This design comes from an exercise in tuning for small area and a short achievable clock period on the open sky130 flow, not from production work.
At most, simulation tests tie the RTL to the original design; equivalence was not proved.
The RTL of runs 1 and 3 to 5 was laid out without a check of its function.
Power figures rest on the tool's default switching activity, not on a simulated workload.

**flow/design.v**
```verilog
module parser_step (
    input  wire [7:0]  b,
    input  wire [14:0] s,          
    input  wire        lenok,      
    input  wire        bud,        
    output wire [14:0] ns,         
    output wire        ev_begin,
    output wire        ev_fail,
    output wire        incl,       
    output wire        frz,        
    output wire        dv          
);
    wire is_start = b == 8'h02;
    wire is_end   = b == 8'h03;
    wire is_esc   = b == 8'h1B;
    wire is_digit = b[7:4] == 4'h3 && (!b[3] || b[2:1] == 2'b00);
    wire is_colon = b == 8'h3A;
    wire pay_end  = s[9] && is_end;
    wire pay_more = (s[9] && !is_end) || s[10];      
    assign ev_begin = s[0] && is_start;
    assign ev_fail  = ((s[1] || s[2] || s[3]) && !is_digit) ||
                      ((s[4] || s[8]) && !is_colon) ||
                      (pay_end && !lenok) ||
                      (pay_more && bud);
    assign dv       = ((s[9] && !is_end && !is_esc) || s[10]) && !bud;
    assign incl     = |s[10:1] && !pay_end;
    assign frz      = |s[14:11] || pay_end;
    assign ns[0]  = (s[0] && !is_start) || s[14] || ev_fail;
    assign ns[1]  = ev_begin;
    assign ns[2]  = s[1] && is_digit;
    assign ns[3]  = s[2] && is_digit;
    assign ns[4]  = s[3] && is_digit;
    assign ns[5]  = s[4] && is_colon;
    assign ns[6]  = s[5];
    assign ns[7]  = s[6];
    assign ns[8]  = s[7];
    assign ns[9]  = (s[8] && is_colon) || (((s[9] && !is_end && !is_esc) || s[10]) && !bud);
    assign ns[10] = s[9] && is_esc && !bud;
    assign ns[11] = pay_end && lenok;
    assign ns[12] = s[11];
    assign ns[13] = s[12];
    assign ns[14] = s[13];
endmodule
module frame_parser_x4 (
    input  wire        clk,
    input  wire        rst,               
    input  wire        cmd_valid,
    input  wire [7:0]  cmd_op,            
    input  wire [31:0] cmd_now,           
    input  wire [1:0]  cmd_count,         
    input  wire [31:0] cmd_bytes,         
    output reg         rsp_valid,
    output wire [7:0]  rsp_status,        
    output reg  [3:0]  rsp_begin,         
    output reg  [3:0]  rsp_data_valid,    
    output reg  [31:0] rsp_data,          
    output reg  [1:0]  rsp_frame_lane,    
    output wire [23:0] rsp_type,          
    output wire [15:0] rsp_plen,          
    output wire [15:0] rsp_crc,           
    output reg  [31:0] rsp_time,          
    output wire [31:0] rsp_attempted,     
    output wire [31:0] rsp_valid_frames,  
    output wire [31:0] rsp_cs_errors,     
    output wire [31:0] rsp_malformed,     
    output wire [31:0] rsp_timeouts       
);
    localparam [31:0] TIMEOUT_MS = 32'd5000;
    localparam [14:0] IDLE = 15'd1;
    reg        c_valid;
    reg [3:0]  c_en;                  
    reg        c_tick, c_reset, c_ill;
    reg [31:0] c_now;
    reg [31:0] c_bytes;
    wire op_feed  = cmd_op == 8'h06;
    wire op_tick  = cmd_op == 8'h07;
    wire op_stats = cmd_op == 8'h08;
    wire op_reset = cmd_op == 8'h09;
    always @(posedge clk) begin
        c_valid  <= cmd_valid && !rst;
        c_en[0]  <= cmd_valid && op_feed;
        c_en[1]  <= cmd_valid && op_feed && cmd_count != 2'd0;
        c_en[2]  <= cmd_valid && op_feed && cmd_count[1];
        c_en[3]  <= cmd_valid && op_feed && cmd_count == 2'd3;
        c_tick   <= cmd_valid && op_tick;
        c_reset  <= cmd_valid && op_reset;
        c_ill    <= !(op_feed || op_tick || op_stats || op_reset);
        c_now    <= cmd_now;
        c_bytes  <= cmd_bytes;
    end
    reg [14:0] state;                     
    reg [3:0]  dig0, dig1, dig2;
    reg [23:0] typ;
    reg [9:0]  raw_len;                   
    reg [10:0] room;                      
    reg [9:0]  pay_len;
    reg [31:0] start;
    reg [15:0] crc;
    reg [3:0]  nib0, nib1, nib2, nib3;    
    reg        hok0, hok1, hok2;          
    reg [31:0] attempted, valid_frames, cs_errors, malformed, timeouts;
    reg [1:0]  inc_att, inc_mal;          
    reg        inc_vf, inc_cse, inc_to;
    reg        st_ill, st_frame;
    wire [31:0] elapsed   = c_now - start;
    wire        timed_out = (c_en[0] || c_tick) && !state[0] && elapsed > TIMEOUT_MS;
    wire        start_p = state[9] || state[10];
    wire        dec4 = dig0 == 4'd0 && dig1 == 4'd0 && dig2 == 4'd4;
    wire        dec5 = dig0 == 4'd0 && dig1 == 4'd0 && dig2 == 4'd5;
    wire        dec6 = dig0 == 4'd0 && dig1 == 4'd0 && dig2 == 4'd6;
    wire [9:0]  declared = dig0 * 7'd100 + dig1 * 4'd10 + dig2;
    wire [14:0] sa [0:4];
    wire [14:0] sb [0:4];
    wire [3:0]  a_begin, a_fail, a_incl, a_frz, a_dv;
    wire [3:0]  b_begin, b_fail, b_incl, b_frz, b_dv;
    wire [3:0]  lenok, bud;
    assign sa[0] = state;
    assign sb[0] = IDLE;
    assign bud[0]   = start_p && raw_len >= 10'd995;
    assign bud[1]   = start_p && raw_len >= 10'd994;
    assign bud[2]   = start_p && raw_len >= 10'd993;
    assign bud[3]   = start_p && raw_len >= 10'd992;
    assign lenok[0] = room == 11'd0;
    assign lenok[1] = start_p ? room == 11'd1 : dec4;
    assign lenok[2] = start_p ? room == 11'd2 : sa[1][8] ? dec4 : dec5;
    assign lenok[3] = start_p ? room == 11'd3 : sa[2][8] ? dec4 : sa[1][8] ? dec5 : dec6;
    genvar i;
    generate
        for (i = 0; i < 4; i = i + 1) begin : lane
            parser_step u_a (
                .b(c_bytes[8*i +: 8]), .s(sa[i]), .lenok(lenok[i]), .bud(bud[i]),
                .ns(sa[i+1]), .ev_begin(a_begin[i]), .ev_fail(a_fail[i]),
                .incl(a_incl[i]), .frz(a_frz[i]), .dv(a_dv[i]));
            parser_step u_b (
                .b(c_bytes[8*i +: 8]), .s(sb[i]), .lenok(1'b0), .bud(1'b0),
                .ns(sb[i+1]), .ev_begin(b_begin[i]), .ev_fail(b_fail[i]),
                .incl(b_incl[i]), .frz(b_frz[i]), .dv(b_dv[i]));
        end
    endgenerate
    reg [14:0] ls [0:4];
    reg [14:0] fin;
    reg [3:0]  ev_begin, ev_fail, frz, dv, pay, t3, c3;
    integer j, j2, j3, j4;
    always @(*) begin
        for (j = 0; j < 5; j = j + 1)
            ls[j] = timed_out ? sb[j] : sa[j];
        ev_begin = c_en & (timed_out ? b_begin : a_begin);
        ev_fail  = c_en & (timed_out ? b_fail  : a_fail);
        frz      = timed_out ? b_frz : a_frz;
        dv       = c_en & (timed_out ? b_dv : a_dv);
        for (j = 0; j < 4; j = j + 1) begin
            pay[j] = c_en[j] && (ls[j][9] || ls[j][10]);
            t3[j]  = c_en[j] && ls[j][8];
            c3[j]  = c_en[j] && ls[j][14];
        end
        fin = c_en[3] ? ls[4] : c_en[2] ? ls[3] : c_en[1] ? ls[2] : c_en[0] ? ls[1] : ls[0];
    end
    function [15:0] crc_byte(input [15:0] r_in, input [7:0] d);
        reg [15:0] r;
        integer k;
        begin
            r = r_in ^ {d, 8'h00};
            for (k = 0; k < 8; k = k + 1)
                r = r[15] ? ((r << 1) ^ 16'h1021) : (r << 1);
            crc_byte = r;
        end
    endfunction
    function [3:0] hex_val(input [7:0] x);
        hex_val = x[3:0] + (x[6] ? 4'd9 : 4'd0);
    endfunction
    function hex_ok(input [7:0] x);
        hex_ok = (x[7:4] == 4'h3 && (!x[3] || x[2:1] == 2'b00)) ||
                 (x[7:3] == 5'b01000 && x[2:0] != 3'd0 && x[2:0] != 3'd7);
    endfunction
    reg [15:0] y [0:4];
    reg [15:0] n_crc;
    reg        open;
    always @(*) begin
        y[0] = crc;
        for (j2 = 0; j2 < 4; j2 = j2 + 1)
            y[j2+1] = ev_begin[j2] ? 16'hFFFF : crc_byte(y[j2], c_bytes[8*j2 +: 8]);
        n_crc = c_en[3] ? y[4] : c_en[2] ? y[3] : c_en[1] ? y[2] : c_en[0] ? y[1] : y[0];
        open  = 1'b1;
        for (j2 = 3; j2 >= 0; j2 = j2 - 1) begin
            if (c_en[j2] && frz[j2] && open) n_crc = y[j2];
            if (c_en[j2] && ev_begin[j2]) open = 1'b0;
        end
    end
    reg [3:0]  n0, n1, n2;
    reg        h0, h1, h2;
    reg [3:0]  frame;
    reg [23:0] n_typ;
    reg [3:0]  n_dig0, n_dig1, n_dig2, n_nib3;
    reg [1:0]  lane_c3;
    reg [7:0]  bj;
    always @(*) begin
        n0 = nib0; n1 = nib1; n2 = nib2;
        h0 = hok0; h1 = hok1; h2 = hok2;
        n_nib3 = nib3;
        n_typ = typ;
        n_dig0 = dig0; n_dig1 = dig1; n_dig2 = dig2;
        frame = 4'd0;
        lane_c3 = 2'd0;
        for (j3 = 0; j3 < 4; j3 = j3 + 1) begin
            bj = c_bytes[8*j3 +: 8];
            if (c_en[j3]) begin
                if (ls[j3][1]) n_dig0 = bj[3:0];
                if (ls[j3][2]) n_dig1 = bj[3:0];
                if (ls[j3][3]) n_dig2 = bj[3:0];
                if (ls[j3][5]) n_typ[23:16] = bj;
                if (ls[j3][6]) n_typ[15:8]  = bj;
                if (ls[j3][7]) n_typ[7:0]   = bj;
                if (ls[j3][11]) begin n0 = hex_val(bj); h0 = hex_ok(bj); end
                if (ls[j3][12]) begin n1 = hex_val(bj); h1 = hex_ok(bj); end
                if (ls[j3][13]) begin n2 = hex_val(bj); h2 = hex_ok(bj); end
                if (ls[j3][14]) begin
                    n_nib3   = hex_val(bj);
                    lane_c3  = j3[1:0];
                    frame[j3] = h0 && h1 && h2 && hex_ok(bj) && {n0, n1, n2, hex_val(bj)} == crc;
                end
            end
        end
    end
    function [1:0] pop2of4(input [3:0] v);    
        pop2of4 = {(v[0] && (v[1] || v[2] || v[3])) || (v[1] && (v[2] || v[3])) || (v[2] && v[3]),
                   v[0] ^ v[1] ^ v[2] ^ v[3]};
    endfunction
    function [2:0] pop4(input [3:0] v);
        pop4 = {2'b00, v[0]} + {2'b00, v[1]} + {2'b00, v[2]} + {2'b00, v[3]};
    endfunction
    function [31:0] count_up(input [31:0] q, input [1:0] d);
        reg [32:0] c;
        integer k;
        begin
            count_up[0] = q[0] ^ d[0];
            c[1] = q[0] && d[0];
            count_up[1] = q[1] ^ d[1] ^ c[1];
            c[2] = (q[1] && d[1]) || ((q[1] ^ d[1]) && c[1]);
            for (k = 2; k < 32; k = k + 1) begin
                count_up[k] = q[k] ^ c[k];
                c[k+1] = q[k] && c[k];
            end
        end
    endfunction
    wire       any_frame = |frame;
    wire       any_c3    = |c3;
    wire [2:0] n_pay     = pop4(pay);
    wire [2:0] n_dv      = pop4(dv);
    always @(posedge clk) begin
        rsp_valid      <= c_valid && !rst;
        rsp_begin      <= ev_begin;
        rsp_data_valid <= dv;
        rsp_frame_lane <= lane_c3;
        rsp_time       <= c_now;
        for (j4 = 0; j4 < 4; j4 = j4 + 1)
            rsp_data[8*j4 +: 8] <= c_bytes[8*j4 +: 8] ^ {2'b00, ls[j4][10], 5'b00000};
        st_ill   <= c_ill;
        st_frame <= any_frame;
        dig0 <= n_dig0; dig1 <= n_dig1; dig2 <= n_dig2;
        typ  <= n_typ;
        nib0 <= n0; nib1 <= n1; nib2 <= n2; nib3 <= n_nib3;
        hok0 <= h0; hok1 <= h1; hok2 <= h2;
        crc  <= n_crc;
        raw_len <= (start_p ? raw_len : 10'd0) + {7'd0, n_pay};
        room    <= (start_p ? room : {1'b0, declared} - 11'd4) - {8'd0, n_pay};
        if (|pay || |t3) pay_len <= (start_p ? pay_len : 10'd0) + {7'd0, n_dv};
        if (|ev_begin) start <= c_now;
        if (rst || c_reset) begin
            state        <= IDLE;
            attempted    <= 32'd0;
            valid_frames <= 32'd0;
            cs_errors    <= 32'd0;
            malformed    <= 32'd0;
            timeouts     <= 32'd0;
            inc_att      <= 2'd0;
            inc_mal      <= 2'd0;
            inc_vf       <= 1'b0;
            inc_cse      <= 1'b0;
            inc_to       <= 1'b0;
        end else begin
            state        <= fin;
            attempted    <= count_up(attempted, inc_att);
            malformed    <= count_up(malformed, inc_mal);
            valid_frames <= count_up(valid_frames, {1'b0, inc_vf});
            cs_errors    <= count_up(cs_errors, {1'b0, inc_cse});
            timeouts     <= count_up(timeouts, {1'b0, inc_to});
            inc_att      <= pop2of4(ev_begin);
            inc_mal      <= pop2of4(ev_fail);
            inc_vf       <= any_frame;
            inc_cse      <= any_c3 && !any_frame;
            inc_to       <= timed_out;
        end
    end
    assign rsp_status       = {{7{st_ill}}, st_ill || st_frame};
    assign rsp_type         = typ;
    assign rsp_plen         = {6'd0, pay_len};
    assign rsp_crc          = {nib0, nib1, nib2, nib3};
    assign rsp_attempted    = attempted;
    assign rsp_valid_frames = valid_frames;
    assign rsp_cs_errors    = cs_errors;
    assign rsp_malformed    = malformed;
    assign rsp_timeouts     = timeouts;
endmodule
```
**flow/run.sh**
```bash
#!/bin/bash
# synth_recipe.tcl (not shown) runs the flow's synth.tcl, then flattens the netlist and writes it again
# the make line also repeats each setting of config.mk as NAME=value (left out here)
make -C /OpenROAD-flow-scripts/flow DESIGN_CONFIG=/design/flow/config.mk WORK_HOME=/design/flow/orfs CLKGATE_MAP_FILE= SYNTH_SCRIPT=/design/flow/synth_recipe.tcl finish
```
**flow/config.mk**
```make
export PLATFORM = sky130hd
export DESIGN_NAME = frame_parser_x4
export DESIGN_NICKNAME = frame_parser_x4
export VERILOG_FILES = /design/flow/design.v
export SDC_FILE = /design/flow/constraint.sdc
export NUM_CORES = 4
export LEC_CHECK = 0
export CAP_MARGIN = 20
export CORE_MARGIN = 2
export CORE_UTILIZATION = 40
export PLACE_DENSITY = 0.6
export SLEW_MARGIN = 20
```
**flow/constraint.sdc**
```tcl
create_clock -name core_clock -period 20.0 [get_ports {clk}]
set_input_delay 4.0000 -clock core_clock [delete_from_list [all_inputs] [get_ports {clk}]]
set_output_delay 4.0000 -clock core_clock [all_outputs]
set_load 0.01 [all_outputs]
```
==> results of run 1 <==
## cell usage after synthesis, drive strengths merged (12+ instances only)
cell type  count
nor4          23
buf           55
a31oi         28
nand2b        16
o21ai        144
fa            14
nand2        218
ha           229
o211ai        15
and2         182
nor3          51
a221oi        13
nor2b         16
mux2i         89
clkbuf       142
inv           96
nand4         32
or2           12
xnor2        153
edfxtp        58
xor2         104
nand3         69
and3          31
a211oi        63
o22ai         32
or3           28
a21oi        216
nor2         265
o21a          14
dfxtp        407
a21o          28
## worst reg2reg max path: cells and delay by family (launching register included)
kind	cells	cell delay, ns
adder cells (fa/ha/maj)	6	1.91
buffers and inverters	4	0.33
flip-flops	1	0.32
AO/OA/AOI/OAI	6	2.23
AND/OR/NAND/NOR	9	2.21
XOR/XNOR	1	0.17
## cells by family after synthesis
kind of cell | synth area share
DFF | 0.365
AOI/OAI and AO/OA | 0.161
and+or+nand+nor | 0.190
buffers and inverters | 0.0446
muxes | 0.0358
xor gates and xnor gates | 0.0868
other | 0.000139
adders and majority gates | 0.116
## power groups by stage
stage | combinational (mW) | clock, mW | sequential, mW
3_5_place_dp | 0.379 | 0 | 0.994
5_1_grt | 0.412 | 1.04 | 0.975
4_1_cts | 0.381 | 1.00 | 0.974
2_1_floorplan | 0.259 | 0 | 0.990
6_report | 0.387 | 0.972 | 0.974
3_3_place_gp | 0.378 | 0 | 0.994
## placed cells by master, fill, tap and decap left out, types with 50 or more instances in the layout
cell,count
a211oi_1,60
a21oi_1,213
and2_1,179
clkbuf_16,55
clkdlybuf4s50_1,369
dfxtp_1,405
edfxtp_1,58
ha_1,229
inv_1,95
mux2i_1,89
nand2_1,216
nand3_1,67
nor2_1,261
nor3_1,50
o21ai_0,130
xnor2_1,149
xor2_1,103
## layer usage
metal	wire (um)	track usage	vias to the layer above	part of all wire
li1	-	-	11300	-
met3	6730	0.0440	190	0.073
met1	39800	0.341	11300	0.43
met5	0	0	-	0
met4	3250	0.0924	0	0.035
met2	42800	0.432	1008	0.46
## cell type report
class / count / area, sq um / area share
multi-input combinational: 2281 / 16000 / 0.483
sequential: 465 / 9890 / 0.298
timing repair buffer: 412 / 4020 / 0.121
clock buffer: 70 / 1500 / 0.0453
tap: 873 / 1090 / 0.0330
inverter: 97 / 364 / 0.0110
clock inverter: 27 / 262 / 0.00789
## path summary, 6_finish.rpt
kind	slack [ns]	start	cells after the start	end
max	12.72	c_now[0]	26	room[10]
min reg2reg	0.33	c_ill	0	st_ill
max reg2reg	12.72	c_now[0]	26	room[10]
min	0.33	c_ill	0	st_ill
==> metrics.yaml, run 1 <==
swShare: 0.277
cts_tree: "built"
dieArea_sq_um: 69700
yosysWarnings: 5
ys.flop_type: "dfxtp_1"
clock-sinks: 465
setup.worst_path.end_class: "register"
slew_violations: 0
grt_overflow_total: 0
setup_tns_ns: 0
first_iter_violations: 2076
ys_seq_elements: 465
synth_cells: 3035
p_sw_mw: 0.647
critical_path.top_delay_family: "compound AO/OA/AOI/OAI gates"
p_total_mw: 2.33
core_sq_um: 67000
design_area_sq_um: 33100
dp.cells: 4128
power_frac_comb: 0.166
outcome: "finished clean"
synth_top_area_frac: 0.301
setup_ws_ns: 12.72
setup_violations: 0
synth_edf_count: 58
whs_ns: 0.327
hold_path.class: "register to register"
row_count: 95
final_util: 0.494
seqPwrFrac: 0.417
grt_max_degree: 147
dieWidth_um: 264
critPathRequiredTime_ns: 20.48
worst_pin_slew_ns: 1.09
post_dp_cell_area_sq_um: 31400
final_nets: 3629
yosysTopAreaCell: "dfxtp_1"
critPathMaxFanout: 18
netlist_top_cells_area: "dfxtp_1, ha_1, edfxtp_1"
start_kind: "register"
wl_per_cell_um: 21.9
drive_gt1_frac: 0.0579
yosysSeqAreaShare: 0.365
dpl.hpwl_um: 69400
num_io_pins: 376
cts_max_level: 2
slowest_delay_ns: 0.66
period_share: 0.364
leakage_nw: 14.3
drv_cap: 0
syn_to_final_growth_pct: 22.5
avgViaCountPerCell: 5.63
drtAntennaViolNets: 0
avgSynthCellArea_sq_um: 8.92
ys_types: 110
grt_pass1_wl_um: 143000
gp_congestion: 0.959
drcViolationCount: 0
n_fill_cell: 6313
routed_wirelength_um: 92500
rsz0062_at_grt: "false"
place_ws_ns: 12.93
power.internal_mw: 1.69
vdd_ir_drop_max_mv: 0.0757
worst_path_max_delay_cell: "and2_1"
diodes: 0
initial_core_util: 0.404
hold_viol: 0
synth_area_sq_um: 27100
post_cts_resized: 0
clock_latency_ns: 0.60
period_needed_ns: 7.28
power.density_nw_per_um2: 70.4
grt_pass1_vias: 23400
clk_pin_slew_ns: 0.06
worstPathArrival_ns: 7.76
vias: 23800
clockRootBuffer: "clkbuf_16"
critPathKind: "register to register"
layout.cells.non_filler: 4225
ctsHoldBuffers: 0
fin_worst_skew_ns: 0.0172
antenna_found_initial: 0
synthArstFlopShare: 0
die_h_um: 264
crit_top_cell: "inv_1"
max_freq_mhz: 137
cts_buffer_depth: 3
cts_setup_buffers: 0
dr.pass1.iters: 6
numCtsBuffers: 52
slew_headroom: 0.263
grt_util_all_layers: 0.261
port_buffers: 369
cp_num_buf_inv: 4
p_clk_frac: 0.417
==> run 2: changes to the inputs <==
--- a/flow/design.v
+++ b/flow/design.v
@@ -43,2 +43,57 @@
 endmodule
+module crc_step (
+    input  wire [15:0] c,
+    input  wire [7:0]  d,
+    input  wire        restart,
+    output wire [15:0] n
+);
+    wire [7:0] x  = c[15:8] ^ d;
+    wire [7:0] x2 = x ^ {4'h0, x[7:4]};
+    assign n = ({c[7:0], 8'h00} ^ {x2[3:0], 12'h000} ^ {3'b000, x2, 5'b00000} ^ {8'h00, x2})
+             | {16{restart}};
+endmodule
+module count_up (
+    input  wire [31:0] q,
+    input  wire [1:0]  d,
+    output wire [31:0] s
+);
+    wire [2:0] lo = q[1:0] + d;
+    wire [32:0] c;
+    wire [4:0]  g;                        
+    assign c[2] = lo[2];
+    genvar k;
+    generate
+        for (k = 0; k < 5; k = k + 1) begin : grp
+            assign g[k] = &q[2+6*k +: 6];
+        end
+        for (k = 2; k < 32; k = k + 1) begin : bitk
+            if (k > 2) begin : carry
+                if ((k - 2) % 6 == 0)
+                    assign c[k] = c[k-6] & g[(k-8)/6];
+                else
+                    assign c[k] = c[k-1] & q[k-1];
+            end
+            assign s[k] = q[k] ^ c[k];
+        end
+    endgenerate
+    assign s[1:0] = lo[1:0];
+endmodule
+module timeout_chk (
+    input  wire [31:0] now,
+    input  wire [31:0] start,
+    output wire        over
+);
+    wire [13:0] dl = {1'b0, now[12:0]} - {1'b0, start[12:0]};
+    wire [18:0] x  = now[31:13] ^ start[31:13];
+    wire [18:0] m;                        
+    assign m[0] = 1'b1;
+    genvar k;
+    generate
+        for (k = 1; k < 19; k = k + 1) begin : pre
+            assign m[k] = m[k-1] & start[13+k-1];
+        end
+    endgenerate
+    wire hi_same = dl[13] ? x == m : x == 19'd0;
+    assign over = !(hi_same && dl[12:0] <= 13'd5000);
+endmodule
 module frame_parser_x4 (
@@ -67,3 +122,2 @@
 );
-    localparam [31:0] TIMEOUT_MS = 32'd5000;
     localparam [14:0] IDLE = 15'd1;
@@ -104,4 +158,5 @@
     reg        st_ill, st_frame;
-    wire [31:0] elapsed   = c_now - start;
-    wire        timed_out = (c_en[0] || c_tick) && !state[0] && elapsed > TIMEOUT_MS;
+    wire        late;
+    timeout_chk u_late (.now(c_now), .start(start), .over(late));
+    wire        timed_out = (c_en[0] || c_tick) && !state[0] && late;
     wire        start_p = state[9] || state[10];
@@ -157,12 +212,2 @@
     end
-    function [15:0] crc_byte(input [15:0] r_in, input [7:0] d);
-        reg [15:0] r;
-        integer k;
-        begin
-            r = r_in ^ {d, 8'h00};
-            for (k = 0; k < 8; k = k + 1)
-                r = r[15] ? ((r << 1) ^ 16'h1021) : (r << 1);
-            crc_byte = r;
-        end
-    endfunction
     function [3:0] hex_val(input [7:0] x);
@@ -174,9 +219,12 @@
     endfunction
-    reg [15:0] y [0:4];
-    reg [15:0] n_crc;
-    reg        open;
+    wire [15:0] y [0:4];
+    reg  [15:0] n_crc;
+    reg         open;
+    assign y[0] = crc;
+    generate
+        for (i = 0; i < 4; i = i + 1) begin : crcl
+            crc_step u_crc (.c(y[i]), .d(c_bytes[8*i +: 8]), .restart(ev_begin[i]), .n(y[i+1]));
+        end
+    endgenerate
     always @(*) begin
-        y[0] = crc;
-        for (j2 = 0; j2 < 4; j2 = j2 + 1)
-            y[j2+1] = ev_begin[j2] ? 16'hFFFF : crc_byte(y[j2], c_bytes[8*j2 +: 8]);
         n_crc = c_en[3] ? y[4] : c_en[2] ? y[3] : c_en[1] ? y[2] : c_en[0] ? y[1] : y[0];
@@ -188,17 +236,33 @@
     end
-    reg [3:0]  n0, n1, n2;
-    reg        h0, h1, h2;
+    reg [3:0]  hv [0:3];
+    reg [3:0]  hk;
+    reg [3:0]  eq [0:3];                  
+    wire [3:0] eqr;                       
     reg [3:0]  frame;
-    reg [23:0] n_typ;
-    reg [3:0]  n_dig0, n_dig1, n_dig2, n_nib3;
     reg [1:0]  lane_c3;
+    reg [23:0] n_typ;
+    reg [3:0]  n_dig0, n_dig1, n_dig2, n0, n1, n2, n3;
+    reg        h0, h1, h2;
     reg [7:0]  bj;
+    assign eqr[0] = hok0 && nib0 == crc[15:12];
+    assign eqr[1] = hok1 && nib1 == crc[11:8];
+    assign eqr[2] = hok2 && nib2 == crc[7:4];
+    assign eqr[3] = 1'b0;
     always @(*) begin
-        n0 = nib0; n1 = nib1; n2 = nib2;
-        h0 = hok0; h1 = hok1; h2 = hok2;
-        n_nib3 = nib3;
+        for (j3 = 0; j3 < 4; j3 = j3 + 1) begin
+            bj = c_bytes[8*j3 +: 8];
+            hv[j3] = hex_val(bj);
+            hk[j3] = hex_ok(bj);
+            eq[j3] = {hk[j3] && hv[j3] == crc[3:0],  hk[j3] && hv[j3] == crc[7:4],
+                      hk[j3] && hv[j3] == crc[11:8], hk[j3] && hv[j3] == crc[15:12]};
+        end
+        frame[0] = c3[0] && eqr[0] && eqr[1] && eqr[2] && eq[0][3];
+        frame[1] = c3[1] && eqr[0] && eqr[1] && eq[0][2] && eq[1][3];
+        frame[2] = c3[2] && eqr[0] && eq[0][1] && eq[1][2] && eq[2][3];
+        frame[3] = c3[3] && eq[0][0] && eq[1][1] && eq[2][2] && eq[3][3];
+        lane_c3 = c3[1] ? 2'd1 : c3[2] ? 2'd2 : c3[3] ? 2'd3 : 2'd0;
         n_typ = typ;
         n_dig0 = dig0; n_dig1 = dig1; n_dig2 = dig2;
-        frame = 4'd0;
-        lane_c3 = 2'd0;
+        n0 = nib0; n1 = nib1; n2 = nib2; n3 = nib3;
+        h0 = hok0; h1 = hok1; h2 = hok2;
         for (j3 = 0; j3 < 4; j3 = j3 + 1) begin
@@ -212,10 +276,6 @@
                 if (ls[j3][7]) n_typ[7:0]   = bj;
-                if (ls[j3][11]) begin n0 = hex_val(bj); h0 = hex_ok(bj); end
-                if (ls[j3][12]) begin n1 = hex_val(bj); h1 = hex_ok(bj); end
-                if (ls[j3][13]) begin n2 = hex_val(bj); h2 = hex_ok(bj); end
-                if (ls[j3][14]) begin
-                    n_nib3   = hex_val(bj);
-                    lane_c3  = j3[1:0];
-                    frame[j3] = h0 && h1 && h2 && hex_ok(bj) && {n0, n1, n2, hex_val(bj)} == crc;
-                end
+                if (ls[j3][11]) begin n0 = hv[j3]; h0 = hk[j3]; end
+                if (ls[j3][12]) begin n1 = hv[j3]; h1 = hk[j3]; end
+                if (ls[j3][13]) begin n2 = hv[j3]; h2 = hk[j3]; end
+                if (ls[j3][14]) n3 = hv[j3];
             end
@@ -230,16 +290,8 @@
     endfunction
-    function [31:0] count_up(input [31:0] q, input [1:0] d);
-        reg [32:0] c;
-        integer k;
-        begin
-            count_up[0] = q[0] ^ d[0];
-            c[1] = q[0] && d[0];
-            count_up[1] = q[1] ^ d[1] ^ c[1];
-            c[2] = (q[1] && d[1]) || ((q[1] ^ d[1]) && c[1]);
-            for (k = 2; k < 32; k = k + 1) begin
-                count_up[k] = q[k] ^ c[k];
-                c[k+1] = q[k] && c[k];
-            end
-        end
-    endfunction
+    wire [31:0] att_n, mal_n, vf_n, cse_n, to_n;
+    count_up u_att (.q(attempted),    .d(inc_att),         .s(att_n));
+    count_up u_mal (.q(malformed),    .d(inc_mal),         .s(mal_n));
+    count_up u_vf  (.q(valid_frames), .d({1'b0, inc_vf}),  .s(vf_n));
+    count_up u_cse (.q(cs_errors),    .d({1'b0, inc_cse}), .s(cse_n));
+    count_up u_to  (.q(timeouts),     .d({1'b0, inc_to}),  .s(to_n));
     wire       any_frame = |frame;
@@ -260,3 +312,3 @@
         typ  <= n_typ;
-        nib0 <= n0; nib1 <= n1; nib2 <= n2; nib3 <= n_nib3;
+        nib0 <= n0; nib1 <= n1; nib2 <= n2; nib3 <= n3;
         hok0 <= h0; hok1 <= h1; hok2 <= h2;
@@ -281,7 +333,7 @@
             state        <= fin;
-            attempted    <= count_up(attempted, inc_att);
-            malformed    <= count_up(malformed, inc_mal);
-            valid_frames <= count_up(valid_frames, {1'b0, inc_vf});
-            cs_errors    <= count_up(cs_errors, {1'b0, inc_cse});
-            timeouts     <= count_up(timeouts, {1'b0, inc_to});
+            attempted    <= att_n;
+            malformed    <= mal_n;
+            valid_frames <= vf_n;
+            cs_errors    <= cse_n;
+            timeouts     <= to_n;
             inc_att      <= pop2of4(ev_begin);
==> run 2 against run 1 <==
Compared with the run above: setup slack gained 0.54 ns; sequential power about the same; combinational power decreased by 8.5%; total power is 1.5% higher; utilization rose by 1.4 points; final area decreased by 4.9%.
==> metrics.yaml, run 2 <==
post_cts_resized: 0
clk_pin_slew_ns: 0.06
ctsHoldBuffers: 0
start_kind: "register"
ys_types: 89
r2r.worst_path.cells: 21
final_cell_mix: "dfxtp_1, clkdlybuf4s50_1, nor2_1, nand2_1, ha_1"
drive_gt1_frac: 0.0599
critPathKind: "register to register"
slew_headroom: 0.220
ys.flop_type: "dfxtp_1"
grt_pass1_wl_um: 131000
clock_latency_ns: 0.63
cp-startpoint: "start[6]"
worstReg2RegEnd: "crc[5]"
initial_core_util: 0.405
numCtsBuffers: 54
grt_util_all_layers: 0.262
leakage_nw: 13.2
min-delay-start: "c_ill"
clock-sinks: 465
avgSynthCellArea_sq_um: 9.07
clockRootBuffer: "clkbuf_16"
rr_startpoint: "start[6]"
seqPwrFrac: 0.413
synthArstFlopShare: 0
grt_overflow_total: 0
synth_area_sq_um: 25100
setup_tns_ns: 0
p_total_mw: 2.37
worst_pin_slew_ns: 1.16
hold_path.class: "register to register"
period_needed_ns: 6.74
dpl.hpwl_um: 63600
synth_top_area_frac: 0.324
fin_worst_skew_ns: 0.0296
max_freq_mhz: 148
drtAntennaViolNets: 0
row_count: 91
vdd_ir_drop_max_mv: 0.0602
slew_violations: 0
power.density_nw_per_um2: 75.1
vias: 22300
grt_max_degree: 94
antenna_found_initial: 1
power.internal_mw: 1.72
worstPathArrival_ns: 7.11
setup.worst_path.end_class: "register"
port_buffers: 369
die_h_um: 255
period_share: 0.337
outcome: "finished clean"
synth_cells: 2770
final_nets: 3372
cts_tree: "built"
p_sw_mw: 0.648
cts_max_level: 2
syn_to_final_growth_pct: 25.5
swShare: 0.274
hold_end: "st_ill"
gp_congestion: 0.984
drv_cap: 0
yosysSeqAreaShare: 0.394
avgViaCountPerCell: 5.61
setup_violations: 0
critPathMaxFanout: 21
core_sq_um: 61900
critPathRequiredTime_ns: 20.37
rsz0062_at_grt: "false"
synth.most_common_cell: "dfxtp_1"
routed_wirelength_um: 87200
hold_viol: 0
reg2reg_slack_ns: 13.26
first_iter_violations: 2020
dieArea_sq_um: 64800
netlist_top_cells_area: "dfxtp_1, ha_1, edfxtp_1"
yosysWarnings: 7
synth_commonest_cells: "dfxtp_1, nor2_1, nand2_1"
dr.pass1.iters: 6
grt_pass1_vias: 21700
yosysTopAreaCell: "dfxtp_1"
holdPathStages: 0
synth_edf_count: 58
cts_setup_buffers: 0
drcViolationCount: 0
dieWidth_um: 255
power_frac_comb: 0.150
final_common_cell: "dfxtp_1"
ys_seq_elements: 465
p_clk_frac: 0.438
cts_buffer_depth: 3
num_io_pins: 376
wl_per_cell_um: 21.9
run 2: changes by cell type after synthesis, sizes merged, moves of 8 or more:
cell    before  now
clkbuf     142  125
nor2       265  254
a21oi      216  173
o22ai       32    5
ha         229  191
inv         96   78
or2         12   20
and3        31   21
mux2i       89   67
and2       182  161
and4         9   28
buf         55   34
o21ai      144  116
run 2: layer usage:
layer | GRT usage | up-vias | wire, um
li1 | - | 10400 | -
met5 | 0 | - | 0
met1 | 0.344 | 10600 | 37200
met2 | 0.414 | 1063 | 38300
met4 | 0.102 | 0 | 3210
met3 | 0.0662 | 209 | 8470
run 2: logic make-up (layout without fill, tap and decap cells):
kind of cell             Yosys count  in the layout  share of synthesized area
AND/OR/NAND/NOR                  984            984                      0.200
multiplexers                      72             72                     0.0289
adder cells (fa/ha/maj)          206            206                      0.107
buffers and inverters            237            598                     0.0375
flip-flops                       465            465                      0.394
AO/OA/AOI/OAI                    542            542                      0.137
XOR/XNOR                         263            263                     0.0957
other                              1              7                   0.000149
run 2: cell type report:
type                    instances  area, sq um
multi-input cells            2073        14300
clock buffers                  71         1540
inverters                      78          293
clock inverters                31          349
repair buffers                418         4060
flip-flops and latches        465         9890
diodes                          1         2.50
well taps                     837         1050
fillers                      5846        30400
run 2: worst max-delay path by stage:
stage	endpoint	slack (ns)	cells past startpoint
after floorplan	room[9]	14.01	29
after global placement	state[7]	13.40	5
after detailed placement	state[8]	13.27	5
after CTS	crc[5]	13.36	21
after global routing	crc[5]	13.04	21
final	crc[5]	13.26	21
run 2: critical path, cell delays in order (launching register included):
cell and delay (ns):
edfxtp_1 0.33, inv_1 0.04, ha_1 0.35, and2_1 0.18
or4_1 0.42, o22a_1 0.25, a21o_1 0.24, a21boi_0 0.16
nor4_1 0.10, nor3_2 0.72, nor3_1 0.13, nor2_1 0.21
buf_4 0.34, inv_1 0.40, buf_4 0.34, nor3_1 0.44
mux2_2 0.31, xnor3_1 0.33, and2_1 0.22, xnor3_1 0.45
mux2i_1 0.16, a221o_1 0.33
run 2: power groups by stage:
stage	clock [mW]	sequential [mW]	combinational (mW)
2_1_floorplan	0	0.991	0.235
3_3_place_gp	0	0.997	0.343
3_5_place_dp	0	0.997	0.346
4_1_cts	1.06	0.977	0.348
5_1_grt	1.10	0.978	0.377
6_report	1.04	0.977	0.354
run 2: metrics by stage:
stage          hold WS (ns)  cells  setup slack (ns)  cell area, sq um   util
2_1_floorplan         0.310   2775             14.01             25100      -
3_3_place_gp          0.315   3871             13.40             29600  0.478
3_5_place_dp          0.314   3871             13.27             29600  0.478
4_1_cts               0.337   3973             13.36             31500  0.509
5_1_grt               0.342   3973             13.04             31500  0.509
6_report              0.333   3974             13.26             31500  0.509
==> run 3: changes to the inputs <==
--- a/flow/design.v
+++ b/flow/design.v
@@ -80,19 +80,27 @@
 endmodule
-module timeout_chk (
-    input  wire [31:0] now,
-    input  wire [31:0] start,
-    output wire        over
-);
-    wire [13:0] dl = {1'b0, now[12:0]} - {1'b0, start[12:0]};
-    wire [18:0] x  = now[31:13] ^ start[31:13];
-    wire [18:0] m;                        
-    assign m[0] = 1'b1;
-    genvar k;
-    generate
-        for (k = 1; k < 19; k = k + 1) begin : pre
-            assign m[k] = m[k-1] & start[13+k-1];
+module timeout_chk (input [31:0] now, input [31:0] start, output over);
+    wire [12:0] nl = now[12:0], sl = start[12:0];
+    wire [18:0] nh = now[31:13], sh = start[31:13];
+    function sgn(input [12:0] x, input [12:0] y, input [14:0] k);
+        reg [14:0] a, b, s, c;
+        begin
+            a = {2'b00, x}; b = {2'b11, ~y};
+            s = a ^ b ^ k;
+            c = ((a & b) | (a & k) | (b & k)) << 1;
+            sgn = (s + c) >> 14;
         end
-    endgenerate
-    wire hi_same = dl[13] ? x == m : x == 19'd0;
-    assign over = !(hi_same && dl[12:0] <= 13'd5000);
+    endfunction
+    wire b   = nl < sl;
+    wire lo0 = sgn(nl, sl, 15'd1 - 15'd5001);
+    wire lo1 = sgn(nl, sl, 15'd1 + 15'd3191);
+    wire eq0 = nh == sh;
+    wire [18:0] a = nh, c = ~sh;
+    wire [18:0] z;
+    assign z[0] = a[0] ^ c[0];
+    genvar k;
+    generate for (k = 1; k < 19; k = k + 1) begin : g
+        assign z[k] = a[k] ^ c[k] ^ (a[k-1] | c[k-1]);
+    end endgenerate
+    wire eq1 = z == 19'd0;
+    assign over = !((!b && eq0 && lo0) || (b && eq1 && lo1));
 endmodule
@@ -124,22 +132,26 @@
     reg        c_valid;
-    reg [3:0]  c_en;                  
-    reg        c_tick, c_reset, c_ill;
+    reg        c_rst;                 
+    reg [7:0]  c_op;
+    reg [1:0]  c_count;
     reg [31:0] c_now;
     reg [31:0] c_bytes;
-    wire op_feed  = cmd_op == 8'h06;
-    wire op_tick  = cmd_op == 8'h07;
-    wire op_stats = cmd_op == 8'h08;
-    wire op_reset = cmd_op == 8'h09;
     always @(posedge clk) begin
-        c_valid  <= cmd_valid && !rst;
-        c_en[0]  <= cmd_valid && op_feed;
-        c_en[1]  <= cmd_valid && op_feed && cmd_count != 2'd0;
-        c_en[2]  <= cmd_valid && op_feed && cmd_count[1];
-        c_en[3]  <= cmd_valid && op_feed && cmd_count == 2'd3;
-        c_tick   <= cmd_valid && op_tick;
-        c_reset  <= cmd_valid && op_reset;
-        c_ill    <= !(op_feed || op_tick || op_stats || op_reset);
-        c_now    <= cmd_now;
-        c_bytes  <= cmd_bytes;
+        c_valid <= cmd_valid && !rst;
+        c_rst   <= rst;
+        c_op    <= cmd_op;
+        c_count <= cmd_count;
+        c_now   <= cmd_now;
+        c_bytes <= cmd_bytes;
     end
+    wire op_feed  = c_op == 8'h06;
+    wire op_tick  = c_op == 8'h07;
+    wire op_stats = c_op == 8'h08;
+    wire op_reset = c_op == 8'h09;
+    wire       c_feed  = c_valid && op_feed;
+    wire       c_tick  = c_valid && op_tick;
+    wire       c_reset = c_valid && op_reset;
+    wire       c_ill   = !(op_feed || op_tick || op_stats || op_reset);
+    wire [3:0] c_en    = {c_feed && c_count == 2'd3, c_feed && c_count[1],
+                          c_feed && c_count != 2'd0, c_feed};
+    wire [2:0] n_en    = c_feed ? {1'b0, c_count} + 3'd1 : 3'd0;
     reg [14:0] state;                     
@@ -150,2 +162,4 @@
     reg [9:0]  pay_len;
+    reg [2:0]  pl_add;
+    reg        pl_clear, pl_upd;
     reg [31:0] start;
@@ -298,3 +312,4 @@
     wire       any_c3    = |c3;
-    wire [2:0] n_pay     = pop4(pay);
+    wire [2:0] n_entry   = sa[0][8] ? n_en - 3'd1 : sa[1][8] ? n_en - 3'd2 :
+                           sa[2][8] ? n_en - 3'd3 : 3'd0;
     wire [2:0] n_dv      = pop4(dv);
@@ -315,7 +330,10 @@
         crc  <= n_crc;
-        raw_len <= (start_p ? raw_len : 10'd0) + {7'd0, n_pay};
-        room    <= (start_p ? room : {1'b0, declared} - 11'd4) - {8'd0, n_pay};
-        if (|pay || |t3) pay_len <= (start_p ? pay_len : 10'd0) + {7'd0, n_dv};
+        raw_len <= start_p ? raw_len + {7'd0, n_en} : {7'd0, n_entry};
+        room    <= start_p ? room - {8'd0, n_en} : {1'b0, declared} - 11'd4 - {8'd0, n_entry};
+        pl_add   <= n_dv;
+        pl_clear <= !start_p;
+        pl_upd   <= |pay || |t3;
+        if (pl_upd) pay_len <= (pl_clear ? 10'd0 : pay_len) + {7'd0, pl_add};
         if (|ev_begin) start <= c_now;
-        if (rst || c_reset) begin
+        if (c_rst || c_reset) begin
             state        <= IDLE;
--- a/flow/config.mk
+++ b/flow/config.mk
@@ -9,4 +9,5 @@
 export CORE_MARGIN = 2
-export CORE_UTILIZATION = 40
-export PLACE_DENSITY = 0.6
+export CORE_UTILIZATION = 65
+export CTS_BUF_LIST = sky130_fd_sc_hd__clkbuf_4 sky130_fd_sc_hd__clkbuf_8
+export PLACE_DENSITY = 0.75
 export SLEW_MARGIN = 20
==> run 3 against run 2 <==
Compared with the run above: still clean; first-iteration DRC count grew 64%; synthesized cell count is 2.6% higher; sequential power rose by 2%; global-route usage up 19 points.
==> metrics.yaml, run 3 <==
outcome: "finished clean"
start_kind: "register"
drcViolationCount: 0
die_h_um: 204
layout.cells.non_filler: 3780
grt_max_degree: 81
avgViaCountPerCell: 6.60
synth.most_common_cell: "dfxtp_1"
ys_types: 90
slowest_delay_ns: 0.65
drtAntennaViolNets: 0
core_sq_um: 39700
setup_violations: 0
period_needed_ns: 6.15
worstPathArrival_ns: 6.66
slew_violations: 0
numCtsBuffers: 78
final_common_cell: "dfxtp_1"
cts_tree: "built"
synth_edf_count: 58
n_fill_cell: 2282
met2_usage: 0.741
ys.flop_type: "dfxtp_1"
ys_seq_elements: 474
grt_util_all_layers: 0.456
clock-sinks: 474
dpl.hpwl_um: 66300
critPathRequiredTime_ns: 20.50
post_cts_resized: 0
clk_pin_slew_ns: 0.07
first_iter_violations: 3313
port_buffers: 369
grt_pass1_vias: 25400
hold_viol: 0
antenna_found_initial: 1
dr.pass1.iters: 6
period_share: 0.308
worst_path_max_delay_cell: "a32oi_1"
rsz0062_at_grt: "false"
vdd_ir_drop_max_mv: 0.0848
dieArea_sq_um: 41800
grt.met1_usage: 0.509
gp_congestion: 1.04
grt_overflow_total: 0
row_count: 73
hold_path.class: "register to register"
fin_worst_skew_ns: 0.0259
final_nets: 3520
drive_gt1_frac: 0.0750
grt_busiest_layer: "met2"
final_cell_mix: "dfxtp_1, clkdlybuf4s50_1, ha_1, nor2_1, nand2_1"
leakage_nw: 14.0
num_io_pins: 376
yosysTopAreaCell: "dfxtp_1"
cts_setup_buffers: 0
clock_latency_ns: 0.68
synth_area_sq_um: 26100
worst_pin_slew_ns: 1.11
netlist_top_cells_area: "dfxtp_1, ha_1, edfxtp_1"
vias: 24900
yosysSeqAreaShare: 0.386
clockRootBuffer: "clkbuf_8"
syn_to_final_growth_pct: 22.7
whs_ns: 0.355
critPathKind: "register to register"
crit_top_cell: "o211ai_1"
synth_commonest_cells: "dfxtp_1, ha_1, nor2_1"
setup_tns_ns: 0
setup.worst_path.end_class: "register"
cts_buffer_depth: 3
avgSynthCellArea_sq_um: 9.18
dieWidth_um: 204
wl_per_cell_um: 25.7
yosysWarnings: 8
synth_top_area_frac: 0.319
slew_headroom: 0.259
dp.cells: 3638
cts_max_level: 3
max_freq_mhz: 163
drv_cap: 0
critPathMaxFanout: 28
grt_pass1_wl_um: 146000
grtUsageMet3: 0.131
worstPathCellList: "inv_1, ha_1, inv_1, ha_1, or3b_1, o211ai_1, a32oi_1, nand2b_1, a32oi_1, a31oi_1, o211ai_1, buf_4, inv_2, o311ai_0, nand3_1, o211ai_1, nor2b_1, xor3_1, a31oi_1"
ctsHoldBuffers: 0
initial_core_util: 0.657
synth_cells: 2843
routed_wirelength_um: 97100
synthArstFlopShare: 0
power.density_nw_per_um2: 73.0
-- run 3: changes by cell type in the layout (fill, tap and decap cells not counted), sizes merged, moves of 24 or more --
cell    before  now
nand2      213  185
ha         191  234
a211oi      66   27
clkbuf      71  123
o211ai      18   42
inv         82  122
-- run 3: stage by stage --
stage	setup WS, ns	total power [mW]	instance area (sq um)	utilization
5_1_grt	13.56	2.40	32000	0.806
3_3_place_gp	14.49	1.38	30300	0.762
6_report	13.85	2.34	32000	0.806
4_1_cts	14.10	2.32	32000	0.806
3_5_place_dp	14.25	1.39	30300	0.762
2_1_floorplan	15.11	1.26	26100	-
-- run 3: worst paths after layout --
check        cells past startpoint      endpoint       from  slack [ns]
max reg2reg                     19       crc[12]   start[5]       13.85
max                             19       crc[12]   start[5]       13.85
min                              0  rsp_time[20]  c_now[20]        0.35
min reg2reg                      0  rsp_time[20]  c_now[20]        0.35
-- run 3: kinds of logic after synthesis --
logic type / count (synthesis) / synth area share
and+or+nand+nor: 949 / 0.187
muxes: 77 / 0.0298
xor gates and xnor gates: 288 / 0.102
other: 1 / 0.000144
DFF: 474 / 0.386
adders and majority gates: 250 / 0.124
AOI/OAI and AO/OA: 518 / 0.127
buffers and inverters: 286 / 0.0436
-- run 3: final cells by class --
| class | count | area, sq um | share of cell area |
|---|---|---|---|
| Clock inverter | 18 | 215 | 0.00672 |
| Tap cell | 525 | 657 | 0.0205 |
| Multi-Input combinational cell | 2088 | 15000 | 0.467 |
| Sequential cell | 474 | 10100 | 0.314 |
| Antenna cell | 1 | 2.50 | 0.0000781 |
| Clock buffer | 123 | 1530 | 0.0478 |
| Inverter | 119 | 447 | 0.0139 |
| Timing Repair Buffer | 432 | 4170 | 0.130 |
-- run 3: where the power goes --
| part | switching [mW] | internal [mW] |
|---|---|---|
| clock | 0.420 | 0.531 |
| combinational | 0.236 | 0.161 |
| sequential | 0.0136 | 0.978 |
-- run 3: layer usage --
metal  up-vias  share of wire
li1      10700              -
met1     11700           0.34
met2      1874           0.46
met3       630           0.11
met4         5          0.087
met5         -         0.0011
-- run 3: worst max-delay path, delay by kind of cell, from the launching register on --
family | cells | cell delay (ns)
compound gates | 8 | 2.56
xor+xnor | 1 | 0.37
fa+ha+maj | 2 | 0.68
buf+inv | 4 | 0.83
flops | 1 | 0.38
simple gates | 4 | 1.15
==> run 4: changes to the inputs <==
--- a/flow/config.mk
+++ b/flow/config.mk
@@ -9,5 +9,4 @@
 export CORE_MARGIN = 2
-export CORE_UTILIZATION = 65
-export CTS_BUF_LIST = sky130_fd_sc_hd__clkbuf_4 sky130_fd_sc_hd__clkbuf_8
-export PLACE_DENSITY = 0.75
+export CORE_UTILIZATION = 40
+export PLACE_DENSITY = 0.6
 export SLEW_MARGIN = 20
==> run 4 against run 3 <==
Compared with the run above: highest routed layer is now met4; clock-buffer cell count down 50; sequential power about the same; sequential share of layout area down 0.55 points; still clean on timing, DRC and antenna; largest cell class unchanged; global-route usage down 19 points; total power up 3.0%.
==> metrics.yaml, run 4 <==
outcome: "finished clean"
ctsHoldBuffers: 0
dpl.hpwl_um: 68200
vias: 22900
synth_commonest_cells: "dfxtp_1, ha_1, nor2_1"
initial_core_util: 0.405
clockRootBuffer: "clkbuf_16"
drv_cap: 0
grt_util_all_layers: 0.266
row_count: 93
yosysSeqAreaShare: 0.386
power.density_nw_per_um2: 73.9
wl_per_cell_um: 22.8
cts_setup_buffers: 0
ys_seq_elements: 474
period_needed_ns: 5.85
netlist_top_cells_area: "dfxtp_1, ha_1, edfxtp_1"
drcViolationCount: 0
routed_wirelength_um: 92500
cts_buffer_depth: 3
hold_path.class: "register to register"
leakage_nw: 14.0
critPathRequiredTime_ns: 16.00
avgSynthCellArea_sq_um: 9.18
grt_overflow_total: 0
fin_worst_skew_ns: 0.0241
slew_headroom: 0.221
antenna_found_initial: 3
synth_area_sq_um: 26100
setup_violations: 0
post_cts_resized: 0
first_iter_violations: 1918
worstPathArrival_ns: 1.85
gp_congestion: 0.995
avgViaCountPerCell: 5.64
final_common_cell: "dfxtp_1"
ys.flop_type: "dfxtp_1"
clock-sinks: 474
drive_gt1_frac: 0.0605
ys_types: 90
max_freq_mhz: 171
synth_cells: 2843
num_io_pins: 376
grt_max_degree: 104
synth_top_area_frac: 0.319
clock_latency_ns: 0.62
die_h_um: 259
cts_tree: "built"
setup.worst_path.end_class: "primary output"
syn_to_final_growth_pct: 24.9
synth-simple-area-share: 0.187
synth_top_family_by_area: "simple AND/OR/NAND/NOR gates"
synth_compound_area_frac: 0.127
dieWidth_um: 259
final_cell_mix: "dfxtp_1, clkdlybuf4s50_1, ha_1, nor2_1, nand2_1"
grt_pass1_wl_um: 138000
cts_max_level: 2
critPathMaxFanout: 8
synth_edf_count: 58
synth_adder_area_share: 0.124
drtAntennaViolNets: 0
numCtsBuffers: 53
critPathKind: "register to primary output"
slew_violations: 0
dieArea_sq_um: 67300
synth.most_common_cell: "dfxtp_1"
synth_xor_area_frac: 0.102
start_kind: "register"
final_nets: 3490
period_share: 0.293
dr.pass1.iters: 8
synthArstFlopShare: 0
rsz0062_at_grt: "false"
yosysWarnings: 8
grt_pass1_vias: 22400
core_sq_um: 64500
clk_pin_slew_ns: 0.07
setup_tns_ns: 0
worst_pin_slew_ns: 1.17
muxShareOfSynthArea: 0.0298
yosysTopAreaCell: "dfxtp_1"
place_ws_ns: 14.34
vdd_ir_drop_max_mv: 0.0668
port_buffers: 369
setup_ws_ns: 14.15
hold_viol: 0
## run 4: cell counts after synthesis
No cell type changed its count.
## run 4: power by group
| part | internal, mW | switching, mW |
|---|---|---|
| clock | 0.622 | 0.424 |
| sequential | 0.978 | 0.0128 |
| combinational | 0.160 | 0.213 |
## run 4: area by class of cell
cell class,instances,area [sq um]
diodes,2,5.00
multi-input cells,2088,15000
inverters,119,447
well taps,855,1070
flip-flops and latches,474,10100
clock inverters,27,342
repair buffers,427,4130
fillers,5994,31900
clock buffers,73,1580
## run 4: kinds of logic (layout without fill, tap and decap cells)
kind of cell	Yosys count	in the layout
and+or+nand+nor	949	949
AOI/OAI and AO/OA	518	518
DFF	474	474
xor gates and xnor gates	288	288
buffers and inverters	286	646
adders and majority gates	250	250
muxes	77	77
other	1	8
## run 4: final timing paths
| path | from | endpoint | slack [ns] | depth (start not counted) |
|---|---|---|---|---|
| hold / removal | c_now[17] | rsp_time[17] | 0.37 | 0 |
| setup reg to reg | start[11] | crc[12] | 14.18 | 17 |
| hold reg to reg | c_now[17] | rsp_time[17] | 0.37 | 0 |
| setup / recovery | st_ill | rsp_status[0] | 14.15 | 2 |
## run 4: metal layers
metal  up-vias  global-route usage  part of all wire
li1      10700                   -                 -
met1     10900               0.336              0.40
met2      1045               0.437              0.46
met3       281              0.0527             0.086
met4         0               0.127             0.050
met5         -                   0                 0
## run 4: through the flow
step	cell area, sq um	cells	hold WS [ns]	utilization	power, mW
4_1_cts	32600	4063	0.367	0.506	2.43
6_report	32600	4065	0.366	0.506	2.41
3_5_place_dp	30700	3963	0.363	0.476	1.38
2_1_floorplan	26100	2848	0.329	-	1.26
5_1_grt	32600	4063	0.376	0.506	2.50
3_3_place_gp	30700	3962	0.355	0.476	1.38
## run 4: critical path: stages (launching register included)
cell	delay, ns
dfxtp_1	0.52
or2_2	0.17
clkdlybuf4s50_1	0.54
==> run 5: changes to the inputs <==
==> flow/flow/run.sh (new file) <==
#!/bin/bash
# Layout: the standard flow (standard.sh, all steps), with one change:
# the input and output ports are buffered with sky130_fd_sc_hd__buf_1 cells
# instead of the clkdlybuf4s50_1 delay cells ORFS picks by default. Every
# port still gets its own buffer. make's full output goes to standard.log,
# and each ORFS step writes its own log under orfs/logs/.
set -euo pipefail
export BUFFER_PORTS_ARGS="-buffer_cell sky130_fd_sc_hd__buf_1"
bash standard.sh > standard.log 2>&1
==> flow/standard.sh (new file) <==
#!/bin/bash
# synth_recipe.tcl (not shown) runs the flow's synth.tcl, then flattens the netlist and writes it again
# the make line also repeats each setting of config.mk as NAME=value (left out here)
make -C /OpenROAD-flow-scripts/flow DESIGN_CONFIG=/design/flow/config.mk WORK_HOME=/design/flow/orfs CLKGATE_MAP_FILE= SYNTH_SCRIPT=/design/flow/synth_recipe.tcl "${@:-finish}"
removed: flow/run.sh
==> run 5 against run 4 <==
Compared with the run above: still clean; sequential share of layout area increased by 2.5 points; critical path depth grew 10; wire length down 6.2%; combinational power shrank 3%; largest cell class unchanged.
==> metrics.yaml, run 5 <==
grt_overflow_total: 0
netlist_top_cells_area: "dfxtp_1, ha_1, edfxtp_1"
post_cts_resized: 0
yosysTopAreaCell: "dfxtp_1"
worstPathArrival_ns: 6.08
max_freq_mhz: 173
layout.cells.non_filler: 4060
worst_pin_slew_ns: 1.16
synth_top_area_frac: 0.319
clock-sinks: 474
numCtsBuffers: 52
dieWidth_um: 259
synth_cells: 2843
avgSynthCellArea_sq_um: 9.18
ys_seq_elements: 474
dpl.hpwl_um: 62400
r2r.worst_path.cells: 12
grt_max_degree: 104
slew_violations: 0
dp.cells: 3961
routed_wirelength_um: 86800
vias: 22500
period_share: 0.288
critPathRequiredTime_ns: 20.32
drtAntennaViolNets: 0
slowest_delay_ns: 0.94
rsz0062_at_grt: "false"
setup_tns_ns: 0
final_util: 0.468
grt_pass1_wl_um: 131000
dieArea_sq_um: 67300
final_cell_mix: "dfxtp_1, buf_1, ha_1, nor2_1, nand2_1"
grt_pass1_vias: 21500
die_h_um: 259
drcViolationCount: 0
drv_cap: 0
p_total_mw: 2.38
port_buffers: 369
clock_latency_ns: 0.63
antenna_found_initial: 2
drive_gt1_frac: 0.0565
ys_types: 90
reg2reg_slack_ns: 14.23
worst_path_max_delay_cell: "dfxtp_1"
dr.pass1.iters: 6
grt_util_all_layers: 0.251
worstPathCellList: "or3b_2, or3_1, nor2_1, o221ai_1, and4_1, or4_1, a21oi_1, a21boi_0, nor3b_1, xnor2_1, xor2_1, a21oi_1"
wl_per_cell_um: 21.4
slew_headroom: 0.221
hold_viol: 0
gp_congestion: 0.999
cts_tree: "built"
clk_pin_slew_ns: 0.07
cts_setup_buffers: 0
holdPathStages: 0
hold_path.class: "register to register"
leakage_nw: 13.0
synth_area_sq_um: 26100
yosysSeqAreaShare: 0.386
final_common_cell: "dfxtp_1"
cts_buffer_depth: 3
row_count: 93
ys.flop_type: "dfxtp_1"
synthArstFlopShare: 0
core_sq_um: 64500
num_io_pins: 376
vdd_ir_drop_max_mv: 0.0784
initial_core_util: 0.405
outcome: "finished clean"
power.density_nw_per_um2: 78.8
synth_commonest_cells: "dfxtp_1, ha_1, nor2_1"
period_needed_ns: 5.77
critPathMaxFanout: 17
syn_to_final_growth_pct: 15.7
hold_end: "rsp_time[22]"
setup.worst_path.end_class: "register"
fin_worst_skew_ns: 0.0299
clockRootBuffer: "clkbuf_16"
rr_startpoint: "c_bytes[1]"
min-delay-start: "c_now[22]"
start_kind: "register"
final_nets: 3488
synth_edf_count: 58
ctsHoldBuffers: 0
crit_top_cell: "a21oi_1"
first_iter_violations: 2285
yosysWarnings: 8
cts_max_level: 2
worstReg2RegEnd: "crc[8]"
critPathKind: "register to register"
setup_violations: 0
avgViaCountPerCell: 5.53
synth.most_common_cell: "dfxtp_1"
run 5: final cells by class:
type	count	area (sq um)
fillers	6320	34300
diodes	1	2.50
repair buffers	426	1810
well taps	855	1070
multi-input cells	2088	15000
clock inverters	25	349
inverters	119	447
clock buffers	72	1490
flip-flops and latches	474	10100
run 5: logic make-up after synthesis:
logic type,share of synthesized area
adders and majority gates,0.124
other,0.000144
muxes,0.0298
xor gates and xnor gates,0.102
AOI/OAI and AO/OA,0.127
DFF,0.386
and+or+nand+nor,0.187
buffers and inverters,0.0436
run 5: critical path: cells and delay by family, from the launching register on:
family | cells | cell delay [ns]
simple gates | 6 | 2.60
compound gates | 4 | 1.34
xor+xnor | 2 | 0.56
flops | 1 | 0.94
run 5: how the worst max path moves through the flow:
stage	from	endpoint	slack [ns]	depth (start not counted)
after global routing	c_now[11]	crc[12]	13.85	18
after detailed placement	c_bytes[1]	crc[6]	14.36	12
after floorplan	start[11]	crc[0]	15.11	14
after CTS	c_bytes[1]	crc[6]	14.32	12
after global placement	c_bytes[1]	crc[6]	14.50	12
final	c_bytes[1]	crc[8]	14.23	12
run 5: metrics by stage:
| step | hold WS (ns) | setup slack, ns | area (sq um) |
|---|---|---|---|
| 2_1_floorplan | 0.329 | 15.11 | 26100 |
| 3_3_place_gp | 0.352 | 14.50 | 28300 |
| 3_5_place_dp | 0.361 | 14.36 | 28400 |
| 4_1_cts | 0.363 | 14.32 | 30200 |
| 5_1_grt | 0.370 | 13.85 | 30200 |
| 6_report | 0.358 | 14.23 | 30200 |
run 5: metal layers:
layer | part of all wire | global-route usage
met1 | 0.41 | 0.314
met2 | 0.45 | 0.404
met3 | 0.086 | 0.0553
met4 | 0.057 | 0.129
met5 | 0.00024 | 0
run 5: where the power goes:
part	switching, mW	internal (mW)
combinational	0.221	0.142
sequential	0.0145	0.978
clock	0.421	0.603
==> run 6: changes to the inputs <==
--- a/flow/design.v
+++ b/flow/design.v
@@ -80,5 +80,27 @@
 endmodule
-module timeout_chk (input [31:0] now, input [31:0] start, output over);
-    wire [12:0] nl = now[12:0], sl = start[12:0];
-    wire [18:0] nh = now[31:13], sh = start[31:13];
+module hi_match (
+    input  wire [18:0] n,
+    input  wire [18:0] s,
+    output wire        eq0,
+    output wire        eq1
+);
+    wire [18:0] c = ~s;
+    wire [18:0] z;
+    assign z[0] = n[0] ^ c[0];
+    genvar k;
+    generate
+        for (k = 1; k < 19; k = k + 1) begin : g
+            assign z[k] = n[k] ^ c[k] ^ (n[k-1] | c[k-1]);
+        end
+    endgenerate
+    assign eq0 = n == s;
+    assign eq1 = z == 19'd0;
+endmodule
+module timeout_chk (
+    input  wire [12:0] now_lo,
+    input  wire [12:0] start_lo,
+    input  wire        hi0,           
+    input  wire        hi1,           
+    output wire        over
+);
     function sgn(input [12:0] x, input [12:0] y, input [14:0] k);
@@ -92,15 +114,6 @@
     endfunction
-    wire b   = nl < sl;
-    wire lo0 = sgn(nl, sl, 15'd1 - 15'd5001);
-    wire lo1 = sgn(nl, sl, 15'd1 + 15'd3191);
-    wire eq0 = nh == sh;
-    wire [18:0] a = nh, c = ~sh;
-    wire [18:0] z;
-    assign z[0] = a[0] ^ c[0];
-    genvar k;
-    generate for (k = 1; k < 19; k = k + 1) begin : g
-        assign z[k] = a[k] ^ c[k] ^ (a[k-1] | c[k-1]);
-    end endgenerate
-    wire eq1 = z == 19'd0;
-    assign over = !((!b && eq0 && lo0) || (b && eq1 && lo1));
+    wire b   = now_lo < start_lo;
+    wire lo0 = sgn(now_lo, start_lo, 15'd1 - 15'd5001);      
+    wire lo1 = sgn(now_lo, start_lo, 15'd1 + 15'd3191);      
+    assign over = !((!b && hi0 && lo0) || (b && hi1 && lo1));
 endmodule
@@ -137,3 +150,12 @@
     reg [31:0] c_bytes;
+    reg        c_hi0_a, c_hi1_a, c_hi0_b, c_hi1_b;
+    reg [31:0] start;
+    wire       hi0_a, hi1_a, hi0_b, hi1_b;
+    hi_match u_hi_a (.n(cmd_now[31:13]), .s(start[31:13]), .eq0(hi0_a), .eq1(hi1_a));
+    hi_match u_hi_b (.n(cmd_now[31:13]), .s(c_now[31:13]), .eq0(hi0_b), .eq1(hi1_b));
     always @(posedge clk) begin
+        c_hi0_a <= hi0_a;
+        c_hi1_a <= hi1_a;
+        c_hi0_b <= hi0_b;
+        c_hi1_b <= hi1_b;
         c_valid <= cmd_valid && !rst;
@@ -164,4 +186,4 @@
     reg        pl_clear, pl_upd;
-    reg [31:0] start;
     reg [15:0] crc;
+    reg        began;                 
     reg [3:0]  nib0, nib1, nib2, nib3;    
@@ -173,3 +195,5 @@
     wire        late;
-    timeout_chk u_late (.now(c_now), .start(start), .over(late));
+    timeout_chk u_late (.now_lo(c_now[12:0]), .start_lo(start[12:0]),
+                        .hi0(began ? c_hi0_b : c_hi0_a), .hi1(began ? c_hi1_b : c_hi1_a),
+                        .over(late));
     wire        timed_out = (c_en[0] || c_tick) && !state[0] && late;
@@ -287,8 +311,8 @@
                 if (ls[j3][3]) n_dig2 = bj[3:0];
-                if (ls[j3][5]) n_typ[23:16] = bj;
-                if (ls[j3][6]) n_typ[15:8]  = bj;
-                if (ls[j3][7]) n_typ[7:0]   = bj;
-                if (ls[j3][11]) begin n0 = hv[j3]; h0 = hk[j3]; end
-                if (ls[j3][12]) begin n1 = hv[j3]; h1 = hk[j3]; end
-                if (ls[j3][13]) begin n2 = hv[j3]; h2 = hk[j3]; end
+                if (sa[j3][5]) n_typ[23:16] = bj;
+                if (sa[j3][6]) n_typ[15:8]  = bj;
+                if (sa[j3][7]) n_typ[7:0]   = bj;
+                if (sa[j3][11]) begin n0 = hv[j3]; h0 = hk[j3]; end
+                if (sa[j3][12]) begin n1 = hv[j3]; h1 = hk[j3]; end
+                if (sa[j3][13]) begin n2 = hv[j3]; h2 = hk[j3]; end
                 if (ls[j3][14]) n3 = hv[j3];
@@ -317,2 +341,3 @@
         rsp_valid      <= c_valid && !rst;
+        began          <= |ev_begin;
         rsp_begin      <= ev_begin;
--- a/flow/config.mk
+++ b/flow/config.mk
@@ -10,2 +10,4 @@
 export CORE_UTILIZATION = 40
+export CTS_CLUSTER_DIAMETER = 100
+export CTS_CLUSTER_SIZE = 30
 export PLACE_DENSITY = 0.6
==> run 6 against run 5 <==
Compared with the run above: final area down 2.3%; synthesized cell count up 2.5%; final cell count up 0.37%; setup slack better by 0.055 ns; maximum frequency up 0.96%; die area up 1.4%; synthesized area up 1.5%; worst hold slack better by 0.022 ns; utilization down 1.9 points; critical path type unchanged; largest cell class unchanged.
==> metrics.yaml, run 6 <==
outcome: "finished clean"
grt_pass1_wl_um: 126000
place_ws_ns: 14.38
setup_tns_ns: 0
final_common_cell: "dfxtp_1"
power.density_nw_per_um2: 68.0
post_cts_resized: 0
die_h_um: 261
synth_edf_count: 58
numCtsBuffers: 24
max_freq_mhz: 175
layout.cells.non_filler: 4075
synth_top_family_by_area: "simple AND/OR/NAND/NOR gates"
grt_util_all_layers: 0.237
cts_max_level: 1
critPathRequiredTime_ns: 20.37
cts_tree: "built"
ctsHoldBuffers: 0
avgSynthCellArea_sq_um: 9.09
first_iter_violations: 2093
dieArea_sq_um: 68300
ys_types: 102
fin_worst_skew_ns: 0.0499
clock_latency_ns: 0.62
antenna_found_initial: 0
synth_xor_area_frac: 0.106
final_util: 0.450
gp_congestion: 0.974
slew_violations: 0
synthArstFlopShare: 0
slew_headroom: 0.283
grtUsageMet3: 0.0378
met2_usage: 0.383
grt_max_degree: 135
multi_input_area_sq_um: 15200
cts_buffer_depth: 3
grt_pass1_vias: 20700
avgViaCountPerCell: 5.42
initial_core_util: 0.404
hold_path.class: "register to register"
worstPathArrival_ns: 6.09
dpl.hpwl_um: 62900
dieWidth_um: 261
dp.cells: 4031
hold_viol: 0
final_cell_mix: "dfxtp_1, buf_1, nor2_1, ha_1, nand2_1"
vdd_ir_drop_max_mv: 0.0515
setup.worst_path.end_class: "register"
final_nets: 3537
period_share: 0.286
synth_compound_area_frac: 0.117
ys_seq_elements: 479
yosysWarnings: 8
synth_top_area_frac: 0.318
yosysTopAreaCell: "dfxtp_1"
synth-simple-area-share: 0.203
wl_per_cell_um: 20.6
crit_top_cell: "o21ai_1"
grt.met1_usage: 0.322
clock-sinks: 479
critPathKind: "register to register"
vias: 22100
slowest_delay_ns: 0.57
p_total_mw: 2.01
drv_cap: 0
routed_wirelength_um: 84000
n_fill_cell: 6651
yosysSeqAreaShare: 0.384
setup_ws_ns: 14.29
muxShareOfSynthArea: 0.0143
cts_setup_buffers: 0
-- run 6: changes by cell type after synthesis, moves of 14 or more --
cell | before | now
nand2_1 | 185 | 210
o21ai_0 | 103 | 147
a21oi_1 | 159 | 189
nor2_1 | 232 | 255
a31oi_1 | 41 | 20
xor2_1 | 107 | 93
ha_1 | 234 | 251
or3_1 | 15 | 35
nor3_1 | 65 | 51
o211ai_1 | 42 | 27
mux2i_1 | 72 | 30
nand3_1 | 81 | 118
-- run 6: cell families (layout without fill, tap and decap cells) --
logic type,after synthesis,after routing
AO/OA/AOI/OAI,520,520
XOR/XNOR,285,285
adder cells (fa/ha/maj),268,268
buffers and inverters,286,575
flip-flops,479,479
multiplexers,36,36
other,1,8
AND/OR/NAND/NOR,1040,1040
-- run 6: layer usage --
layer | up-vias | wire length (um) | part of all wire
met2 | 1006 | 37700 | 0.45
met5 | - | 0 | 0
met1 | 10200 | 36000 | 0.43
li1 | 10700 | - | -
met3 | 173 | 7320 | 0.087
met4 | 0 | 2990 | 0.036
-- run 6: critical path: cells and delay by family (launching register included) --
family | cells | cell delay [ns]
flops | 1 | 0.38
fa+ha+maj | 2 | 0.69
buf+inv | 2 | 0.63
compound gates | 9 | 2.54
xor+xnor | 2 | 0.54
simple gates | 3 | 0.70
-- run 6: final cells by class --
type / count / share of cell area
flip-flops and latches: 479 / 0.345
well taps: 864 / 0.0366
multi-input cells: 2155 / 0.516
inverters: 116 / 0.0148
clock inverters: 13 / 0.00645
clock buffers: 29 / 0.0224
diodes: 2 / 0.000170
repair buffers: 417 / 0.0593
-- run 6: worst paths after layout --
check / start / endpoint / slack, ns / depth (start not counted)
worst max-delay path: c_now[11] / crc[10] / 14.29 / 18
worst min-delay path: c_now[23] / rsp_time[23] / 0.38 / 0
worst max register to register: c_now[11] / crc[10] / 14.29 / 18
worst min register to register: c_now[23] / rsp_time[23] / 0.38 / 0
-- run 6: per-stage QoR --
step | area [sq um] | hold slack, ns
6_report | 29500 | 0.380
5_1_grt | 29500 | 0.393
4_1_cts | 29500 | 0.383
3_5_place_dp | 28600 | 0.370
3_3_place_gp | 28600 | 0.362
2_1_floorplan | 26500 | 0.326
-- run 6: where the power goes --
part	switching [mW]	total (mW)	leakage (nW)	internal [mW]
clock	0.361	0.617	0.408	0.255
sequential	0.0151	1.00	3.99	0.987
combinational	0.234	0.386	7.96	0.153
total	0.610	2.01	12.4	1.40

Check on run 6: ideal ports give 14.287 ns setup slack; a clkbuf_16 on the clock port and buf_2 on the inputs give 14.287 ns; moving port delays by the midpoint clock arrival (0.664 ns) as well gives 14.287 ns.
